From an optimization exercise on the open Yosys and OpenROAD flow, aimed at small area, a short achievable clock period and few clock cycles per item; shortcuts taken in it are not production practice.
Only simulation tests tie the RTL to the original design; equivalence was not proved.

`design/flow/design.v`:
```
module mtc_sample #(
    parameter signed [15:0] THR1_0 = 16'sd3900,
    parameter signed [15:0] THR1_1 = 16'sd3000,
    parameter signed [15:0] THR1_2 = 16'sd2000,
    parameter signed [15:0] THR1_3 = 16'sd1000,
    parameter signed [15:0] THR1_4 = -16'sd1,
    parameter signed [15:0] THR2_0 = 16'sd3900,
    parameter signed [15:0] THR2_1 = 16'sd2000,
    parameter signed [15:0] THR2_2 = -16'sd1
) (
    input  wire [11:0] adc1,
    input  wire [11:0] adc2,
    input  wire        pwr_n,
    output wire [7:0]  raw
);
    wire signed [16:0] v1 = {5'b0, adc1};
    wire signed [16:0] v2 = {5'b0, adc2};
    wire b1_0 = (v1 > THR1_1) && (v1 <= THR1_0);
    wire b1_1 = (v1 > THR1_2) && (v1 <= THR1_1);
    wire b1_2 = (v1 > THR1_3) && (v1 <= THR1_2);
    wire b1_3 = (v1 > THR1_4) && (v1 <= THR1_3);
    wire b2_0 = (v2 > THR2_1) && (v2 <= THR2_0);
    wire b2_1 = (v2 > THR2_2) && (v2 <= THR2_1);
    reg [3:0] ch1;
    reg [1:0] ch2;
    always @(*) begin
        ch1 = 4'b0000;
        if (b1_0)      ch1 = 4'b0001;
        else if (b1_1) ch1 = 4'b0010;
        else if (b1_2) ch1 = 4'b0100;
        else if (b1_3) ch1 = 4'b1000;
        ch2 = 2'b00;
        if (b2_0)      ch2 = 2'b01;
        else if (b2_1) ch2 = 2'b10;
    end
    assign raw = {1'b0, ~pwr_n, ch2, ch1};
endmodule
module mtc_pct (
    input  wire [15:0] mv,
    output reg  [6:0]  pct
);
    localparam [20:0] K3 = 21'd1449390;             
    localparam [33:0] K2 = 34'd16558629000;         
    localparam [45:0] K1 = 46'd61588520000000;      
    localparam [56:0] K0 = 57'd75013202000000000;   
    localparam [71:0] HALF = 72'd5000000000000;     
    localparam [71:0] TOP  = 72'd995000000000000;   
    localparam [49:0] UNIT = 50'd10000000000000;    
    wire [31:0] m2 = mv * mv;
    wire [47:0] m3 = m2 * mv;
    wire [68:0] t3 = K3 * m3;
    wire [65:0] t2 = K2 * m2;
    wire [61:0] t1 = K1 * mv;
    wire [71:0] pos = {15'd0, K0} + {6'd0, t2};
    wire [71:0] neg = {3'd0, t3} + {10'd0, t1};
    wire [71:0] p   = pos - neg;
    wire p_negative = p[71];
    wire p_top      = !p_negative && (p >= TOP);
    wire [49:0] num = p[49:0] + HALF[49:0];
    reg  [49:0] rem;
    reg  [6:0]  quo;
    integer i;
    always @(*) begin
        rem = num;
        quo = 7'd0;
        for (i = 6; i >= 0; i = i - 1) begin
            if (rem >= (UNIT << i)) begin
                rem    = rem - (UNIT << i);
                quo[i] = 1'b1;
            end
        end
    end
    always @(*) begin
        if (p_negative)
            pct = 7'd0;
        else if (p_top)
            pct = 7'd100;
        else
            pct = quo;
    end
endmodule
module multiplexed_threshold_comparator (
    input  wire        clk,
    input  wire        rst,           
    input  wire        cmd_valid,
    output wire        cmd_ready,
    input  wire [15:0] cmd,
    input  wire [31:0] opnd,
    input  wire [11:0] adc1,
    input  wire [11:0] adc2,
    input  wire        pwr_n,
    input  wire [15:0] bat_in,
    output reg         rsp_valid,
    output reg  [31:0] result,
    output reg         ill
);
    localparam [31:0] DEBOUNCE_DELAY = 32'd5;
    localparam [15:0] RATIO_NUM      = 16'd2;    
    localparam [3:0] OP_SAMPLE           = 4'h0;
    localparam [3:0] OP_UPDATE           = 4'h1;
    localparam [3:0] OP_IS_PRESSED       = 4'h2;
    localparam [3:0] OP_WAS_PRESSED      = 4'h3;
    localparam [3:0] OP_WAS_RELEASED     = 4'h4;
    localparam [3:0] OP_WAS_ANY_PRESSED  = 4'h5;
    localparam [3:0] OP_WAS_ANY_RELEASED = 4'h6;
    localparam [3:0] OP_GET_HELD_TIME    = 4'h7;
    localparam [3:0] OP_GET_BUTTON_NAME  = 4'h8;
    localparam [3:0] OP_PCT_FROM_MV      = 4'h9;
    localparam [3:0] OP_READ_MV          = 4'hA;
    localparam [3:0] OP_READ_PCT         = 4'hB;
    reg [7:0]  lraw;
    reg [7:0]  stable;
    reg [7:0]  pressed;
    reg [7:0]  released;
    reg [31:0] ldt;
    reg [31:0] pstart;
    reg [31:0] pfinish;
    assign cmd_ready = 1'b1;
    wire accept = cmd_valid && cmd_ready;
    wire [3:0] op  = cmd[15:12];
    wire [3:0] rsv = cmd[11:8];
    wire [7:0] idx = cmd[7:0];
    wire is_iclass = (op == OP_IS_PRESSED) || (op == OP_WAS_PRESSED) ||
                     (op == OP_WAS_RELEASED) || (op == OP_GET_BUTTON_NAME);
    wire illegal = (op >= 4'hC) ||
                   (rsv != 4'h0) ||
                   (!is_iclass && idx != 8'h00) ||
                   (op == OP_PCT_FROM_MV && opnd[31:16] != 16'h0000);
    wire [31:0] now = opnd;
    wire [7:0] raw;
    mtc_sample u_sample (
        .adc1 (adc1),
        .adc2 (adc2),
        .pwr_n(pwr_n),
        .raw  (raw)
    );
    wire [31:0] bat_prod  = bat_in * RATIO_NUM;
    wire [15:0] scaled_mv = (bat_prod > 32'h0000FFFF) ? 16'hFFFF : bat_prod[15:0];
    wire [15:0] pct_mv = (op == OP_READ_PCT) ? scaled_mv : opnd[15:0];
    wire [6:0]  pct;
    mtc_pct u_pct (
        .mv (pct_mv),
        .pct(pct)
    );
    wire idx_in_mask  = (idx <= 8'd7);
    wire bit_stable   = idx_in_mask && stable[idx[2:0]];
    wire bit_pressed  = idx_in_mask && pressed[idx[2:0]];
    wire bit_released = idx_in_mask && released[idx[2:0]];
    wire        raw_changed = (raw != lraw);
    wire [31:0] ldt_next    = raw_changed ? now : ldt;
    wire        commit      = ((now - ldt_next) > DEBOUNCE_DELAY) && (raw != stable);
    reg [31:0] res;
    always @(*) begin
        case (op)
            OP_SAMPLE:           res = {24'd0, raw};
            OP_UPDATE:           res = 32'd0;
            OP_IS_PRESSED:       res = {31'd0, bit_stable};
            OP_WAS_PRESSED:      res = {31'd0, bit_pressed};
            OP_WAS_RELEASED:     res = {31'd0, bit_released};
            OP_WAS_ANY_PRESSED:  res = {31'd0, pressed != 8'd0};
            OP_WAS_ANY_RELEASED: res = {31'd0, released != 8'd0};
            OP_GET_HELD_TIME:    res = (stable != 8'd0) ? (now - pstart) : (pfinish - pstart);
            OP_GET_BUTTON_NAME:  res = (idx <= 8'd6) ? {24'd0, idx} : 32'd7;
            OP_PCT_FROM_MV:      res = {25'd0, pct};
            OP_READ_MV:          res = {16'd0, scaled_mv};
            OP_READ_PCT:         res = {25'd0, pct};
            default:             res = 32'd0;
        endcase
    end
    always @(posedge clk) begin
        if (rst) begin
            lraw      <= 8'd0;
            stable    <= 8'd0;
            pressed   <= 8'd0;
            released  <= 8'd0;
            ldt       <= 32'd0;
            pstart    <= 32'd0;
            pfinish   <= 32'd0;
            rsp_valid <= 1'b0;
            result    <= 32'd0;
            ill       <= 1'b0;
        end else begin
            rsp_valid <= accept;
            if (accept) begin
                if (illegal) begin
                    result <= 32'd0;
                    ill    <= 1'b1;
                end else begin
                    result <= res;
                    ill    <= 1'b0;
                end
                if (!illegal && op == OP_UPDATE) begin
                    pressed  <= 8'd0;
                    released <= 8'd0;
                    if (raw_changed) begin
                        lraw <= raw;
                        ldt  <= now;
                    end
                    if (commit) begin
                        pressed  <= raw & ~stable;
                        released <= stable & ~raw;
                        if (stable == 8'd0)
                            pstart <= now;
                        if (raw == 8'd0)
                            pfinish <= now;
                        stable <= raw;
                    end
                end
            end
        end
    end
endmodule
```
`design/flow/run.sh`:
```
#!/bin/bash
# synth_recipe.tcl (not shown) runs the flow's synth.tcl, then flattens the netlist and writes it again
# the make line also repeats each setting of config.mk as NAME=value (left out here)
make -C /OpenROAD-flow-scripts/flow DESIGN_CONFIG=/design/flow/config.mk WORK_HOME=/design/flow/orfs CLKGATE_MAP_FILE= SYNTH_SCRIPT=/design/flow/synth_recipe.tcl finish
```
`design/flow/config.mk`:
```
export PLATFORM = sky130hd
export DESIGN_NAME = multiplexed_threshold_comparator
export DESIGN_NICKNAME = multiplexed_threshold_comparator
export VERILOG_FILES = /design/flow/design.v
export SDC_FILE = /design/flow/constraint.sdc
export NUM_CORES = 4
export LEC_CHECK = 0
export CAP_MARGIN = 20
export CORE_MARGIN = 2
export CORE_UTILIZATION = 40
export SLEW_MARGIN = 20
```
`design/flow/constraint.sdc`:
```
create_clock -name core_clock -period 50.0 [get_ports {clk}]
set_input_delay 10.0000 -clock core_clock [delete_from_list [all_inputs] [get_ports {clk}]]
set_output_delay 10.0000 -clock core_clock [all_outputs]
set_load 0.01 [all_outputs]
```
==> flow_metrics.py <==
metrics = {
    "timing": {
        "finalSetupViolCount": 0,
        "hold_ws_ns": 0.4531,
        "finalCritPeriodShare_pct": 95.35,
        "relSlewSlack_pct": 21.36,
        "grt_setup_unrepaired": "no",
        "worstMarginPinSlew_ns": 1.180,
        "setup_tns_ns": 0,
        "report.final.slew_viol_count": 0,
        "layout_min_cycle_time_ns": 47.67,
        "fin_skew_ns": 0.009528,
        "fmax_mhz": 20.98,
        "hold_viol": 0,
    },
    "synthesis": {
        "avgSynthCellArea_sq_um": 8.616,
        "syn_inst": 10430,
        "yosys-top-cells-area": "fa_1, ha_1, inv_1, xnor2_1, dfxtp_1",
        "yosysUniqueCellTypes": 134,
        "synth_top_area_share_pct": 34.21,
        "ys_warn_count": 3,
        "synth_edf_count": 0,
        "ys.flop_type": "dfxtp_1",
        "synthArstFlopShare_pct": 0,
        "ys_ff_latch": 158,
        "synth_top_cell_by_area": "fa_1",
        "ys_seq_area_share_pct": 3.521,
        "syn_area_sq_um": 89830,
    },
    "routing": {
        "wl_per_cell_um": 21.84,
        "route.detailed.drc": 0,
        "antenna_left": 0,
        "drt_iter0_drc": 5310,
        "vias": 72970,
        "drt_wl_total_mm": 294.8,
        "drtPass1Iterations": 7,
        "viasPerCell": 5.405,
    },
    "worst_hold_path": {
        "min_to": "ldt[24]",
        "hp-class": "register to register",
        "hp-start": "ldt[24]",
        "whs_path_depth": 2,
    },
    "cts": {
        "h-tree-depth": 4,
        "cts_hold_buf": 0,
        "cts.clk_slew.worst_paths_ns": 0.06,
        "clkLatencyLatePin_ns": 0.44,
        "tritoncts": "yes",
        "numCtsBuffers": 17,
        "cts_buffer_depth": 2,
        "cts_sinks": 158,
        "clockRootBuffer": "clkbuf_16",
    },
    "floorplan": {
        "die_y_um": 477.9,
        "io_pins": 127,
        "core_sq_um": 222700,
        "die-area_sq_um": 228400,
        "dieWidth_um": 477.9,
        "rows": 173,
        "start_util_pct": 40.33,
    },
    "finish": {
        "fin_area_sq_um": 96350,
        "final_layout_size_suffix_gt1_share_pct": 4.524,
        "areaGrowthSynthToFinish_pct": 7.268,
        "fillerInstances": 21830,
        "fin_nets": 13440,
        "fin_cells": 13500,
    },
    "global_routing": {
        "track_usage_pct": 25.87,
        "antenna_found_initial": 6,
        "grt_pass1_vias": 76490,
        "grt_pass1_wl_mm": 458.7,
        "overflow": 0,
        "grt_max_degree": 92,
    },
    "worst_setup_path": {
        "cp_slowest_cell": "clkdlybuf4s50_1",
        "end_kind": "register",
        "critPathKind": "primary input to register",
        "critPathMaxFanout": 27,
        "rr_worst_depth": 52,
        "r2r_end": "pstart[22]",
        "r2r_setup_slack_ns": 39.99,
        "timing.rr.start": "lraw[3]",
        "max_stage_delay_ns": 0.68,
        "crit_arrival_ns": 48.00,
        "worstPathRequired_ns": 50.33,
        "cp-start-kind": "primary input",
    },
    "job": {
        "max_cap_viol_count": 0,
    },
    "placement": {
        "port_buffers": 125,
        "dp_hpwl_mm": 253.0,
        "placed_area_sq_um": 95440,
        "placed_cells": 13460,
        "gp_congestion": 1.000,
    },
    "status": {
        "status": "no timing/DRC/antenna violations",
    },
}
## worst max-delay path, delay by kind of cell
kind	cells	cell delay, ns
AOI/OAI and AO/OA	54	11.49
xor gates and xnor gates	9	2.24
adders and majority gates	27	11.24
buffers and inverters	25	3.74
muxes	2	0.61
and+or+nand+nor	32	8.55
## cell usage in the layout, fill, tap and decap left out, types with 23 or more instances in the layout
cell | synthesis | routed
inv_1 | 2374 | 2372
fa_1 | 1535 | 1535
ha_1 | 1302 | 1302
nand2_1 | 744 | 743
nor2_1 | 741 | 739
a21oi_1 | 462 | 459
xnor2_1 | 477 | 457
o21ai_0 | 253 | 249
xor2_1 | 175 | 162
a21o_1 | 162 | 161
buf_4 | 9 | 161
dfxtp_1 | 158 | 158
o21bai_1 | 146 | 144
mux2i_1 | 138 | 136
clkdlybuf4s50_1 | 0 | 124
nor3_1 | 114 | 112
nand3_1 | 111 | 109
nand2b_1 | 76 | 76
o21a_1 | 74 | 74
a22oi_1 | 63 | 63
and2_1 | 60 | 60
nor2b_1 | 61 | 59
a31oi_1 | 57 | 57
nand4_1 | 54 | 54
and3_1 | 52 | 52
mux2_2 | 50 | 50
nor4_1 | 45 | 44
o31ai_1 | 42 | 42
a211oi_1 | 41 | 41
o211ai_1 | 39 | 39
o21ai_1 | 49 | 38
or2_2 | 35 | 35
or3_1 | 32 | 32
o22ai_1 | 32 | 31
a21boi_0 | 24 | 24
xnor2_2 | 5 | 23
## cells in the mapped netlist (18+ instances only)
master	number
xnor2_1	477
nor2_1	741
nor4_1	45
o21ai_0	253
xor2_1	175
nand2b_1	76
mux2_2	50
o22ai_1	32
nor2b_1	61
o2111ai_1	20
and2_1	60
and3_1	52
or3_1	32
a31oi_1	57
buf_1	20
fa_1	1535
a21oi_1	462
nand4_1	54
o21ai_1	49
a22oi_1	63
mux2i_1	138
o21bai_1	146
a211oi_1	41
nand3_1	111
clkbuf_1	173
o211ai_1	39
nand2_1	744
dfxtp_1	158
a21boi_0	24
or2_2	35
a21o_1	162
or4_1	18
inv_1	2374
o31ai_1	42
o21a_1	74
ha_1	1302
buf_2	21
nor3_1	114
## flip-flops by register name (all words and copies together) (netlist names)
signal     cells
pstart        32
pfinish       32
released       7
lraw           7
rsp_valid      1
ill            1
result        32
stable         7
ldt           32
pressed        7
## worst max path at each step
stage               depth (start not counted)     from         to
global placement                          146  cmd[15]  result[0]
floorplan                                 158  cmd[15]  result[0]
detailed placement                        134  cmd[15]  result[0]
global route                              153  cmd[15]  result[0]
finish                                    149  cmd[15]  result[0]
CTS                                       133  cmd[15]  result[0]
## stage by stage
step | setup slack, ns | utilization (%)
2_1_floorplan | 5.945 | -
3_3_place_gp | 1.724 | 42.83
3_5_place_dp | 1.013 | 42.85
4_1_cts | 1.377 | 43.14
5_1_grt | 0.01342 | 43.26
6_report | 2.325 | 43.26
## routing by layer
layer / vias up / track usage [%] / wire length (um) / part of all wire [%]
met1: 36530 / 34.19 / 125300 / 43
met3: 487 / 3.334 / 17390 / 5.9
li1: 33600 / - / - / -
met5: - / 0 / 54 / 0.018
met2: 2345 / 42.83 / 137400 / 47
met4: 8 / 10.24 / 14640 / 5.0
## area by class of cell
type                    instances  area, sq um  share of cell area, %
clock inverters                 9        155.1                 0.1610
inverters                    2388         8971                  9.310
clock buffers                  23        498.0                 0.5168
well taps                    2975         3722                  3.863
diodes                          3        7.507               0.007791
repair buffers                286         2470                  2.563
multi-input cells            7657        77370                  80.29
flip-flops and latches        158         3163                  3.283
## cell families (layout without fill, tap and decap cells)
group | count (synthesis) | count (layout) | synth area share (%)
other | 2 | 10 | 0.008361
AO/OA/AOI/OAI | 1710 | 1710 | 12.78
adder cells (fa/ha/maj) | 2837 | 2837 | 52.35
multiplexers | 193 | 193 | 2.241
buffers and inverters | 2616 | 2706 | 11.04
AND/OR/NAND/NOR | 2251 | 2251 | 11.56
flip-flops | 158 | 158 | 3.521
XOR/XNOR | 659 | 659 | 6.497
## repair_timing
action,CTS,global route
hold endpoints to repair,0,0
setup endpoints to repair,0,1
buffers inserted,0,4
gates resized for setup,0,35
Testbench counts, summed over its fixed seeds: cycles 23,608, commands 23,608.

-- afterwards: timing with drivers on the ports --
The flow's constraints put no driver on any port. The routed layout listed below was extracted and timed again, unchanged, in two steps. Step 1 assumes that a clkbuf_16 drives the clock port and a buf_2 every other input. Step 2 moves the port delays by t, midway between the first and last clock arrival at a register: inputs arrive t later, outputs are due t later. That takes back most of the time a late clock gives input paths. a / b / c = no drivers / after step 1 / after step 2; a / b = the first two.
shift t [ns]: 0.478
slack for setup (ns): 2.325 / 2.335 / 1.857
worst data-port slew with drivers (ns): 0.10
pins driven straight from the clock port: 1
After both steps this run still meets setup and hold. The setup slack of this run moves by +0.010 ns with the drivers and by -0.468 ns with both steps.
